Context: an optimization exercise on an open-source flow, tuned for small area, a short achievable clock period and few clock cycles per item. The choices shown serve that exercise and are no tape-out recipe.
RTL that was checked went through simulation tests only; none was proved equivalent to the original.

==> inputs of v17 <==
// fb_draw
module fb_draw (
    input  wire        clk,
    input  wire        rst,         
    input  wire        cmd_valid,
    output wire        cmd_ready,
    input  wire [2:0]  cmd_op,      
    input  wire [15:0] cmd_x,       
    input  wire [15:0] cmd_y,       
    input  wire [15:0] cmd_len,     
    input  wire [15:0] cmd_h,       
    input  wire [7:0]  cmd_c,       
    input  wire        dat_valid,
    output wire        dat_ready,
    input  wire [7:0]  dat_byte,
    output wire        px_valid,
    input  wire        px_ready,
    output wire [7:0]  px_x,
    output wire [6:0]  px_y,
    output wire [7:0]  px_c,
    output wire        ack          
);
Settings: LEC_CHECK=0, CAP_MARGIN=70, CORE_MARGIN=2, CORE_UTILIZATION=30, GPL_TIMING_DRIVEN=1, PLACE_DENSITY=0.6, SLEW_MARGIN=70; clock period 15.0 ns.
run.sh (not shown) runs the stock make flow with config.mk's settings and CLKGATE_MAP_FILE= SYNTH_SCRIPT=/design/flow/synth_recipe.tcl, a recipe that flattens the netlist after the stock synthesis.
==> v15 (differences from v17) <==
--- a/flow/design.v
+++ b/flow/design.v
@@ -78,113 +78,111 @@
     reg [7:0] ex1, ex2;    
     reg [6:0] ey1, ey2;    
     reg signed [15:0] ox, oy;      
     reg [15:0] cx, cy;             
     reg signed [17:0] dd;          
     reg signed [17:0] ff;          
+    reg       pv;
+    reg [7:0] pxr;
+    reg [6:0] pyr;
     reg [7:0] pc;
     reg       dr;
     reg       sv;
     reg [7:0] sb;
     assign cmd_ready = rdy;
     assign ack       = ackr;
-    assign px_valid  = (emask != 4'd0);
+    assign px_valid  = pv;
+    assign px_x      = pxr;
+    assign px_y      = pyr;
     assign px_c      = pc;
     assign dat_ready = dr;
     wire acc = rdy & cmd_valid;
-    function hzero;   
-        input [10:0] a, b;
-        input        ci;
-        hzero = ((a ^ b) == {(a[9:0] | b[9:0]), ci});
-    endfunction
-    wire [8:0] xs1 = {1'b0, ox[7:0]} + {1'b0, cx[7:0]};
-    wire [8:0] xs2 = {1'b0, ox[7:0]} + {1'b0, ~cx[7:0]} + 9'd1;
-    wire [10:0] xh  = {{3{ox[15]}}, ox[15:8]};
-    wire hx1 = hzero(xh, {3'b000, cx[15:8]}, xs1[8]);
-    wire hx2 = hzero(xh, {3'b111, ~cx[15:8]}, xs2[8]);
-    wire [7:0] ys1 = {1'b0, oy[6:0]} + {1'b0, cy[6:0]};
-    wire [7:0] ys2 = {1'b0, oy[6:0]} + {1'b0, ~cy[6:0]} + 8'd1;
-    wire [10:0] yh  = {{2{oy[15]}}, oy[15:7]};
-    wire hy1 = hzero(yh, {2'b00, cy[15:7]}, ys1[7]);
-    wire hy2 = hzero(yh, {2'b11, ~cy[15:7]}, ys2[7]);
-    wire [7:0] P1 = xs1[7:0], P2 = xs2[7:0];
-    wire [6:0] Q1 = ys1[6:0], Q2 = ys2[6:0];
-    function lx;   
-        input [7:0] v;
-        lx = !(v[7] && (v[6] || v[5]));
-    endfunction
-    wire vx1 = hx1 & lx(P1), vx2 = hx2 & lx(P2), vy1 = hy1, vy2 = hy2;
+    wire ld  = !pv | px_ready;                  
+    wire [17:0] sx  = {{2{ox[15]}}, ox};
+    wire [17:0] sy  = {{2{oy[15]}}, oy};
+    wire [17:0] ucx = {2'b00, cx};
+    wire [17:0] ucy = {2'b00, cy};
+    wire [17:0] P1 = fadd(sx, ucx, 1'b0);
+    wire [17:0] P2 = fadd(sx, ~ucx, 1'b1);
+    wire [17:0] Q1 = fadd(sy, ucy, 1'b0);
+    wire [17:0] Q2 = fadd(sy, ~ucy, 1'b1);
+    function inx;   
+        input [17:0] v;
+        inx = (v[17:8] == 10'd0) && !(v[7] && (v[6] || v[5]));
+    endfunction
+    function iny;   
+        input [17:0] v;
+        iny = (v[17:7] == 11'd0);
+    endfunction
+    wire vx1 = inx(P1), vx2 = inx(P2), vy1 = iny(Q1), vy2 = iny(Q2);
     wire [3:0] vis = {vx1 & vy2, vx2 & vy2, vx2 & vy1, vx1 & vy1};
     wire [3:0] dup  = first ? (g ? 4'b0110 : 4'b1100) : 4'b0000;
     wire [3:0] gvis = vis & ~dup;               
     wire [3:0] erest = emask & (emask - 4'd1);   
     wire [1:0] sidx  = emask[0] ? 2'd0 : emask[1] ? 2'd1 : emask[2] ? 2'd2 : 2'd3;
     wire [7:0] selx  = (sidx == 2'd1 || sidx == 2'd2) ? ex2 : ex1;
     wire [6:0] sely  = sidx[1] ? ey2 : ey1;
-    assign px_x = selx;
-    assign px_y = sely;
-    wire       ld    = (emask == 4'd0) | (px_ready & (erest == 4'd0));
+    wire       efree = (emask == 4'd0) | (ld & (erest == 4'd0));
     wire        c_live = m_circ & (cinit | ff[17] | (ff[16:3] == 14'd0 && !(ff[2] && ff[1])));   
     wire        dneg   = dd[17] & ~(&dd[16:1]);           
     wire [15:0] cx1    = finc(cx);
     wire [15:0] cy1    = finc(cy);
     wire [15:0] cym1   = fdec(cy);
-    wire [17:0] dop    = (dneg & m_circ) ? {1'b0, cx1, 1'b1} : ff;    
+    wire [17:0] dop    = dneg ? {1'b0, cx1, 1'b1} : ff;    
     wire [17:0] dd_n   = fadd(dd, dop, 1'b0);
     wire [17:0] ff_n   = ff + {15'd0, cinit | !dneg, cinit | dneg, 1'b0};
-    wire [17:0] base = dd;
-    wire [17:0] lsum = dd_n;                                       
+    wire [17:0] base = g ? sy : sx;
+    wire [17:0] lsum = g ? Q1 : P1;                                
     wire [7:0]  lim  = g ? 8'd128 : 8'd160;
-    wire        oth  = g ? (ox[15:8] == 8'd0 && lx(ox[7:0])) : (oy[15:7] == 9'd0);
+    wire        oth  = g ? inx(sx) : iny(sy);
     wire        b_lo = base[17];
     wire        b_hi = !b_lo && (base[16:0] >= {9'd0, lim});
     wire        e_hi = !lsum[17] && (lsum[16:0] > {9'd0, lim});
     wire        e_gt = !lsum[17] && (lsum != 18'd0);              
-    wire        l_ne = oth & !b_hi & e_gt & (ff[15:0] != 16'd0);   
+    wire        l_ne = oth & !b_hi & e_gt & (lsum != base);        
     wire [7:0]  l_s  = b_lo ? 8'd0 : base[7:0];
     wire [7:0]  l_e  = e_hi ? lim : lsum[7:0];
     wire take    = dr & dat_valid;
     wire have    = !isblit | sv | take;
     wire [7:0] byte_in = sv ? sb : dat_byte;
     wire row_end = (cx1 == dd[15:0]);
     wire blk_end = (cy1 == ff[15:0]);
-    wire more  = m_setup | m_scan | c_live;
+    wire more  = m_setup | m_scan | c_live | (emask != 4'd0);
     wire ack_n = busy & !more & ld;
     always @(posedge clk) begin
         if (rst) begin
             rdy     <= 1'b1;
             ackr    <= 1'b0;
             busy    <= 1'b0;
             m_setup <= 1'b0;
             m_scan  <= 1'b0;
             m_circ  <= 1'b0;
             emask   <= 4'd0;
-                        sv      <= 1'b0;
+            pv      <= 1'b0;
+            sv      <= 1'b0;
             dr      <= 1'b0;
         end else begin
             ackr <= ack_n;
             rdy  <= acc ? 1'b0 : (ack_n | !busy);
             if (ack_n) begin
                 busy   <= 1'b0;
                 m_circ <= 1'b0;
             end
             if (acc) begin
                 busy    <= 1'b1;
-                                sv      <= 1'b0;
+                pv      <= 1'b0;
+                sv      <= 1'b0;
                 ox      <= (cmd_op == OP_CLEAR) ? 16'sd0 : cmd_x;
                 oy      <= (cmd_op == OP_CLEAR) ? 16'sd0 : cmd_y;
-                cx      <= (cmd_op == OP_CIRCLE) ? cmd_len : 16'd0;
-                cy      <= 16'd0;
+                cx      <= (cmd_op == OP_PIXEL) ? 16'd1 :
+                           (cmd_op == OP_HLINE || cmd_op == OP_CIRCLE) ? cmd_len : 16'd0;
+                cy      <= (cmd_op == OP_VLINE) ? cmd_len : 16'd0;
                 dd      <= (cmd_op == OP_CIRCLE) ? ~{2'b00, cmd_len} :
-                           (cmd_op == OP_CLEAR) ? 18'sd160 :
-                           (cmd_op == OP_BLIT) ? {2'b00, cmd_len} :
-                           (cmd_op == OP_VLINE) ? {{2{cmd_y[15]}}, cmd_y} : {{2{cmd_x[15]}}, cmd_x};
+                           (cmd_op == OP_CLEAR) ? 18'sd160 : {2'b00, cmd_len};
                 ff      <= (cmd_op == OP_CIRCLE) ? {1'b1, ~cmd_len, 1'b1} :      
-                           (cmd_op == OP_CLEAR) ? 18'sd128 :
-                           (cmd_op == OP_BLIT) ? {2'b00, cmd_h} :
-                           (cmd_op == OP_PIXEL) ? 18'd1 : {2'b00, cmd_len};
+                           (cmd_op == OP_CLEAR) ? 18'sd128 : {2'b00, cmd_h};
                 pc      <= (cmd_op == OP_CLEAR) ? 8'd0 : cmd_c;
                 g       <= (cmd_op == OP_VLINE);
                 first   <= 1'b1;
                 cinit   <= 1'b1;
                 emask   <= 4'd0;
                 isblit  <= (cmd_op == OP_BLIT);
@@ -212,15 +210,20 @@
                 end
             end else if (m_circ) begin
                 if (cinit) begin
                     cinit <= 1'b0;
                     ff    <= ff_n;                      
                 end
-                if (px_ready) emask <= erest;
-                if (c_live && (ld || gvis == 4'd0)) begin
-                    if (ld) begin
+                if (ld) begin
+                    pv    <= (emask != 4'd0);
+                    pxr   <= selx;
+                    pyr   <= sely;
+                    emask <= erest;
+                end
+                if (c_live && (efree || gvis == 4'd0)) begin
+                    if (efree) begin
                         emask <= gvis;
                         ex1   <= P1[7:0];
                         ex2   <= P2[7:0];
                         ey1   <= Q1[6:0];
                         ey2   <= Q2[6:0];
                     end
@@ -235,15 +238,15 @@
                         dd    <= dd_n;
                         ff    <= ff_n;
                     end
                 end
             end else if (m_scan) begin
                 if (ld && have) begin
-                    emask <= {3'b000, vis[0]};
-                    ex1   <= P1;
-                    ey1   <= Q1;
+                    pv  <= vis[0];
+                    pxr <= P1[7:0];
+                    pyr <= Q1[6:0];
                     if (isblit) pc <= byte_in;
                     sv  <= 1'b0;
                     if (row_end) begin
                         cx <= 16'd0;
                         cy <= cy1;
                     end else begin
@@ -253,19 +256,19 @@
                         m_scan <= 1'b0;
                         dr     <= 1'b0;
                     end else begin
                         dr     <= isblit;
                     end
                 end else begin
-                    if (px_ready) emask <= 4'd0;
+                    if (ld) pv <= 1'b0;
                     if (take) begin    
                         sb <= dat_byte;
                         sv <= 1'b1;
                         dr <= 1'b0;
                     end
                 end
-            end else if (px_ready) begin
-                emask <= 4'd0;
+            end else if (ld) begin
+                pv <= 1'b0;
             end
         end
     end
 endmodule
==> flow/config.mk (replaced) <==
export PLATFORM = sky130hd
export DESIGN_NAME = fb_draw
export DESIGN_NICKNAME = fb_draw
export VERILOG_FILES = /design/flow/design.v
export SDC_FILE = /design/flow/constraint.sdc
export NUM_CORES = 4
export LEC_CHECK = 0
export CAP_MARGIN = 80
export CORE_MARGIN = 2
export CORE_UTILIZATION = 25
export GPL_TIMING_DRIVEN = 1
export PLACE_DENSITY = 0.6
export SLEW_MARGIN = 80
==> v19 (differences from v17) <==
--- a/flow/design.v
+++ b/flow/design.v
@@ -71,26 +71,30 @@
     reg m_scan;        
     reg m_circ;        
     reg isblit;        
     reg g;             
     reg first;         
     reg cinit;         
+    reg dneg;          
     reg [3:0] emask;   
+    reg       e_none;  
+    reg       e_one;   
     reg [7:0] ex1, ex2;    
     reg [6:0] ey1, ey2;    
     reg signed [15:0] ox, oy;      
     reg [15:0] cx, cy;             
     reg signed [17:0] dd;          
     reg signed [17:0] ff;          
+    reg [16:0] ee;                 
     reg [7:0] pc;
     reg       dr;
     reg       sv;
     reg [7:0] sb;
     assign cmd_ready = rdy;
     assign ack       = ackr;
-    assign px_valid  = (emask != 4'd0);
+    assign px_valid  = !e_none;
     assign px_c      = pc;
     assign dat_ready = dr;
     wire acc = rdy & cmd_valid;
     function hzero;   
         input [10:0] a, b;
         input        ci;
@@ -114,24 +118,27 @@
     endfunction
     wire vx1 = hx1 & lx(P1), vx2 = hx2 & lx(P2), vy1 = hy1, vy2 = hy2;
     wire [3:0] vis = {vx1 & vy2, vx2 & vy2, vx2 & vy1, vx1 & vy1};
     wire [3:0] dup  = first ? (g ? 4'b0110 : 4'b1100) : 4'b0000;
     wire [3:0] gvis = vis & ~dup;               
     wire [3:0] erest = emask & (emask - 4'd1);   
+    function [1:0] eflags;   
+        input [3:0] m;
+        eflags = {m == 4'd0, (m & (m - 4'd1)) == 4'd0};
+    endfunction
     wire [1:0] sidx  = emask[0] ? 2'd0 : emask[1] ? 2'd1 : emask[2] ? 2'd2 : 2'd3;
     wire [7:0] selx  = (sidx == 2'd1 || sidx == 2'd2) ? ex2 : ex1;
     wire [6:0] sely  = sidx[1] ? ey2 : ey1;
     assign px_x = selx;
     assign px_y = sely;
-    wire       ld    = (emask == 4'd0) | (px_ready & (erest == 4'd0));
+    wire       ld    = e_none | (px_ready & e_one);
     wire        c_live = m_circ & (cinit | ff[17] | (ff[16:3] == 14'd0 && !(ff[2] && ff[1])));   
-    wire        dneg   = dd[17] & ~(&dd[16:1]);           
     wire [15:0] cx1    = finc(cx);
     wire [15:0] cy1    = finc(cy);
     wire [15:0] cym1   = fdec(cy);
-    wire [17:0] dop    = (dneg & m_circ) ? {1'b0, cx1, 1'b1} : ff;    
+    wire [17:0] dop    = dneg ? {1'b0, ee} : ff;           
     wire [17:0] dd_n   = fadd(dd, dop, 1'b0);
     wire [17:0] ff_n   = ff + {15'd0, cinit | !dneg, cinit | dneg, 1'b0};
     wire [17:0] base = dd;
     wire [17:0] lsum = dd_n;                                       
     wire [7:0]  lim  = g ? 8'd128 : 8'd160;
     wire        oth  = g ? (ox[15:8] == 8'd0 && lx(ox[7:0])) : (oy[15:7] == 9'd0);
@@ -155,12 +162,13 @@
             ackr    <= 1'b0;
             busy    <= 1'b0;
             m_setup <= 1'b0;
             m_scan  <= 1'b0;
             m_circ  <= 1'b0;
             emask   <= 4'd0;
+            {e_none, e_one} <= 2'b11;
                         sv      <= 1'b0;
             dr      <= 1'b0;
         end else begin
             ackr <= ack_n;
             rdy  <= acc ? 1'b0 : (ack_n | !busy);
             if (ack_n) begin
@@ -183,13 +191,16 @@
                            (cmd_op == OP_BLIT) ? {2'b00, cmd_h} :
                            (cmd_op == OP_PIXEL) ? 18'd1 : {2'b00, cmd_len};
                 pc      <= (cmd_op == OP_CLEAR) ? 8'd0 : cmd_c;
                 g       <= (cmd_op == OP_VLINE);
                 first   <= 1'b1;
                 cinit   <= 1'b1;
+                ee      <= 17'd3;
+                dneg    <= (cmd_op == OP_CIRCLE) && (cmd_len[15:1] != 15'd0);    
                 emask   <= 4'd0;
+            {e_none, e_one} <= 2'b11;
                 isblit  <= (cmd_op == OP_BLIT);
                 m_setup <= (cmd_op == OP_PIXEL) || (cmd_op == OP_HLINE) || (cmd_op == OP_VLINE);
                 m_circ  <= (cmd_op == OP_CIRCLE);
                 m_scan  <= (cmd_op == OP_CLEAR) ||
                            ((cmd_op == OP_BLIT) && (cmd_len != 16'd0) && (cmd_h != 16'd0));
                 dr      <= (cmd_op == OP_BLIT) && (cmd_len != 16'd0) && (cmd_h != 16'd0);
@@ -212,36 +223,41 @@
                 end
             end else if (m_circ) begin
                 if (cinit) begin
                     cinit <= 1'b0;
                     ff    <= ff_n;                      
                 end
-                if (px_ready) emask <= erest;
-                if (c_live && (ld || gvis == 4'd0)) begin
-                    if (ld) begin
-                        emask <= gvis;
-                        ex1   <= P1[7:0];
-                        ex2   <= P2[7:0];
-                        ey1   <= Q1[6:0];
-                        ey2   <= Q2[6:0];
-                    end
+                if (px_ready) begin
+                    emask <= erest;
+                    {e_none, e_one} <= eflags(erest);
+                end
+                if (c_live && ld) begin
+                    emask <= gvis;
+                    {e_none, e_one} <= eflags(gvis);
+                    ex1   <= P1[7:0];
+                    ex2   <= P2[7:0];
+                    ey1   <= Q1[6:0];
+                    ey2   <= Q2[6:0];
                     g <= !g;
                     if (!g) begin                       
                         cx <= cy;
                         cy <= cx;
                     end else begin                      
                         first <= 1'b0;
                         cx    <= dneg ? cy : cym1;
                         cy    <= cx1;
                         dd    <= dd_n;
+                        ee    <= ee + 17'd2;
+                        dneg  <= dd_n[17] & ~(&dd_n[16:1]);    
                         ff    <= ff_n;
                     end
                 end
             end else if (m_scan) begin
                 if (ld && have) begin
                     emask <= {3'b000, vis[0]};
+                    {e_none, e_one} <= {!vis[0], 1'b1};
                     ex1   <= P1;
                     ey1   <= Q1;
                     if (isblit) pc <= byte_in;
                     sv  <= 1'b0;
                     if (row_end) begin
                         cx <= 16'd0;
@@ -253,19 +269,23 @@
                         m_scan <= 1'b0;
                         dr     <= 1'b0;
                     end else begin
                         dr     <= isblit;
                     end
                 end else begin
-                    if (px_ready) emask <= 4'd0;
+                    if (px_ready) begin
+                        emask <= 4'd0;
+                        {e_none, e_one} <= 2'b11;
+                    end
                     if (take) begin    
                         sb <= dat_byte;
                         sv <= 1'b1;
                         dr <= 1'b0;
                     end
                 end
             end else if (px_ready) begin
                 emask <= 4'd0;
+                {e_none, e_one} <= 2'b11;
             end
         end
     end
 endmodule
==> flow/flow/run.sh (new file) <==
#!/bin/bash
# Standard layout flow, with timing repair aimed at a setup slack of 10.5 ns.
bash standard.sh SETUP_SLACK_MARGIN=10.5 finish > standard.log 2>&1
==> flow/standard.sh (new file) <==
#!/bin/bash
# synth_recipe.tcl (not shown) runs the flow's synth.tcl, then flattens the netlist and writes it again
# the make line also repeats each setting of config.mk as NAME=value (left out here)
make -C /OpenROAD-flow-scripts/flow DESIGN_CONFIG=/design/flow/config.mk WORK_HOME=/design/flow/orfs CLKGATE_MAP_FILE= SYNTH_SCRIPT=/design/flow/synth_recipe.tcl "${@:-finish}"
removed: flow/run.sh
==> v10 (differences from v17) <==
--- a/flow/design.v
+++ b/flow/design.v
@@ -71,26 +71,30 @@
     reg m_scan;        
     reg m_circ;        
     reg isblit;        
     reg g;             
     reg first;         
     reg cinit;         
+    reg dneg;          
     reg [3:0] emask;   
+    reg       e_none;  
+    reg       e_one;   
     reg [7:0] ex1, ex2;    
     reg [6:0] ey1, ey2;    
     reg signed [15:0] ox, oy;      
     reg [15:0] cx, cy;             
     reg signed [17:0] dd;          
     reg signed [17:0] ff;          
+    reg [16:0] ee;                 
     reg [7:0] pc;
     reg       dr;
     reg       sv;
     reg [7:0] sb;
     assign cmd_ready = rdy;
     assign ack       = ackr;
-    assign px_valid  = (emask != 4'd0);
+    assign px_valid  = !e_none;
     assign px_c      = pc;
     assign dat_ready = dr;
     wire acc = rdy & cmd_valid;
     function hzero;   
         input [10:0] a, b;
         input        ci;
@@ -114,24 +118,27 @@
     endfunction
     wire vx1 = hx1 & lx(P1), vx2 = hx2 & lx(P2), vy1 = hy1, vy2 = hy2;
     wire [3:0] vis = {vx1 & vy2, vx2 & vy2, vx2 & vy1, vx1 & vy1};
     wire [3:0] dup  = first ? (g ? 4'b0110 : 4'b1100) : 4'b0000;
     wire [3:0] gvis = vis & ~dup;               
     wire [3:0] erest = emask & (emask - 4'd1);   
+    function [1:0] eflags;   
+        input [3:0] m;
+        eflags = {m == 4'd0, (m & (m - 4'd1)) == 4'd0};
+    endfunction
     wire [1:0] sidx  = emask[0] ? 2'd0 : emask[1] ? 2'd1 : emask[2] ? 2'd2 : 2'd3;
     wire [7:0] selx  = (sidx == 2'd1 || sidx == 2'd2) ? ex2 : ex1;
     wire [6:0] sely  = sidx[1] ? ey2 : ey1;
     assign px_x = selx;
     assign px_y = sely;
-    wire       ld    = (emask == 4'd0) | (px_ready & (erest == 4'd0));
+    wire       ld    = e_none | (px_ready & e_one);
     wire        c_live = m_circ & (cinit | ff[17] | (ff[16:3] == 14'd0 && !(ff[2] && ff[1])));   
-    wire        dneg   = dd[17] & ~(&dd[16:1]);           
     wire [15:0] cx1    = finc(cx);
     wire [15:0] cy1    = finc(cy);
     wire [15:0] cym1   = fdec(cy);
-    wire [17:0] dop    = (dneg & m_circ) ? {1'b0, cx1, 1'b1} : ff;    
+    wire [17:0] dop    = dneg ? {1'b0, ee} : ff;           
     wire [17:0] dd_n   = fadd(dd, dop, 1'b0);
     wire [17:0] ff_n   = ff + {15'd0, cinit | !dneg, cinit | dneg, 1'b0};
     wire [17:0] base = dd;
     wire [17:0] lsum = dd_n;                                       
     wire [7:0]  lim  = g ? 8'd128 : 8'd160;
     wire        oth  = g ? (ox[15:8] == 8'd0 && lx(ox[7:0])) : (oy[15:7] == 9'd0);
@@ -155,12 +162,13 @@
             ackr    <= 1'b0;
             busy    <= 1'b0;
             m_setup <= 1'b0;
             m_scan  <= 1'b0;
             m_circ  <= 1'b0;
             emask   <= 4'd0;
+            {e_none, e_one} <= 2'b11;
                         sv      <= 1'b0;
             dr      <= 1'b0;
         end else begin
             ackr <= ack_n;
             rdy  <= acc ? 1'b0 : (ack_n | !busy);
             if (ack_n) begin
@@ -183,13 +191,16 @@
                            (cmd_op == OP_BLIT) ? {2'b00, cmd_h} :
                            (cmd_op == OP_PIXEL) ? 18'd1 : {2'b00, cmd_len};
                 pc      <= (cmd_op == OP_CLEAR) ? 8'd0 : cmd_c;
                 g       <= (cmd_op == OP_VLINE);
                 first   <= 1'b1;
                 cinit   <= 1'b1;
+                ee      <= 17'd3;
+                dneg    <= (cmd_op == OP_CIRCLE) && (cmd_len[15:1] != 15'd0);    
                 emask   <= 4'd0;
+            {e_none, e_one} <= 2'b11;
                 isblit  <= (cmd_op == OP_BLIT);
                 m_setup <= (cmd_op == OP_PIXEL) || (cmd_op == OP_HLINE) || (cmd_op == OP_VLINE);
                 m_circ  <= (cmd_op == OP_CIRCLE);
                 m_scan  <= (cmd_op == OP_CLEAR) ||
                            ((cmd_op == OP_BLIT) && (cmd_len != 16'd0) && (cmd_h != 16'd0));
                 dr      <= (cmd_op == OP_BLIT) && (cmd_len != 16'd0) && (cmd_h != 16'd0);
@@ -212,36 +223,41 @@
                 end
             end else if (m_circ) begin
                 if (cinit) begin
                     cinit <= 1'b0;
                     ff    <= ff_n;                      
                 end
-                if (px_ready) emask <= erest;
-                if (c_live && (ld || gvis == 4'd0)) begin
-                    if (ld) begin
-                        emask <= gvis;
-                        ex1   <= P1[7:0];
-                        ex2   <= P2[7:0];
-                        ey1   <= Q1[6:0];
-                        ey2   <= Q2[6:0];
-                    end
+                if (px_ready) begin
+                    emask <= erest;
+                    {e_none, e_one} <= eflags(erest);
+                end
+                if (c_live && ld) begin
+                    emask <= gvis;
+                    {e_none, e_one} <= eflags(gvis);
+                    ex1   <= P1[7:0];
+                    ex2   <= P2[7:0];
+                    ey1   <= Q1[6:0];
+                    ey2   <= Q2[6:0];
                     g <= !g;
                     if (!g) begin                       
                         cx <= cy;
                         cy <= cx;
                     end else begin                      
                         first <= 1'b0;
                         cx    <= dneg ? cy : cym1;
                         cy    <= cx1;
                         dd    <= dd_n;
+                        ee    <= ee + 17'd2;
+                        dneg  <= dd_n[17] & ~(&dd_n[16:1]);    
                         ff    <= ff_n;
                     end
                 end
             end else if (m_scan) begin
                 if (ld && have) begin
                     emask <= {3'b000, vis[0]};
+                    {e_none, e_one} <= {!vis[0], 1'b1};
                     ex1   <= P1;
                     ey1   <= Q1;
                     if (isblit) pc <= byte_in;
                     sv  <= 1'b0;
                     if (row_end) begin
                         cx <= 16'd0;
@@ -253,19 +269,23 @@
                         m_scan <= 1'b0;
                         dr     <= 1'b0;
                     end else begin
                         dr     <= isblit;
                     end
                 end else begin
-                    if (px_ready) emask <= 4'd0;
+                    if (px_ready) begin
+                        emask <= 4'd0;
+                        {e_none, e_one} <= 2'b11;
+                    end
                     if (take) begin    
                         sb <= dat_byte;
                         sv <= 1'b1;
                         dr <= 1'b0;
                     end
                 end
             end else if (px_ready) begin
                 emask <= 4'd0;
+                {e_none, e_one} <= 2'b11;
             end
         end
     end
 endmodule
==> flow/flow/run.sh (new file) <==
#!/bin/bash
# Standard layout flow, with timing repair aimed at a setup slack of 10 ns.
bash standard.sh SETUP_SLACK_MARGIN=10 finish > standard.log 2>&1
==> flow/standard.sh (new file) <==
#!/bin/bash
# synth_recipe.tcl (not shown) runs the flow's synth.tcl, then flattens the netlist and writes it again
# the make line also repeats each setting of config.mk as NAME=value (left out here)
make -C /OpenROAD-flow-scripts/flow DESIGN_CONFIG=/design/flow/config.mk WORK_HOME=/design/flow/orfs CLKGATE_MAP_FILE= SYNTH_SCRIPT=/design/flow/synth_recipe.tcl "${@:-finish}"
removed: flow/run.sh
==> results.txt <==
Of v15 and v19, v15 has the higher synthesized cell count (gap about 5.5%, measured against v19). The lowest cell count belongs to v17, the highest to v15. Non-clock buffer count: v17 < v10 < v19 < v15. Register-to-register slack: v17 < v15 < v10 < v19. v15 completed with no timing, DRC or antenna violations. v17 finished with timing, DRC and antenna clean. v10 finished with timing, DRC and antenna clean. v19 completed without violations.
Testbench counts of v15, summed over its fixed seeds: cycles 120,140, items 2,400.
Testbench counts of v19, summed over its fixed seeds: cycles 122,404, items 2,400.
Testbench counts of v10, summed over its fixed seeds: cycles 122,404, items 2,400.
No functional check of the RTL was part of v17.

## re-timing with driven ports
In the flow no input, the clock included, has a driving cell. The finished layouts below were timed again as built, in two steps.
Step 1, drivers: a clkbuf_16 drives clk and a buf_2 each remaining input, both assumed.
Step 2 also shifts input and output timing later by t, the mid clock arrival at the registers, as if the neighbouring blocks saw the same clock.
Slacks: no drivers / after step 1 / after step 2; pairs: no drivers / after step 1.
run	t, ns	setup WS [ns]	worst setup path at the end	slew at the worst register clock pin (ns)	worst slew at a driven data input, ns
v17	0.520	8.717 / 8.717 / 8.717	register to register	0.08 / 0.08	0.05
v15	0.522	9.182 / 9.182 / 8.947	input to register	0.08 / 0.08	0.08
v19	0.516	10.316 / 10.266 / 10.030	input to register	0.08 / 0.08	0.05
v10	0.515	10.062 / 10.022 / 9.583	input to register	0.08 / 0.08	0.06
After both steps every run listed still meets setup and hold. For v10, which loses most, drivers alone change the setup slack by -0.040 ns; drivers and shift together by -0.479 ns.
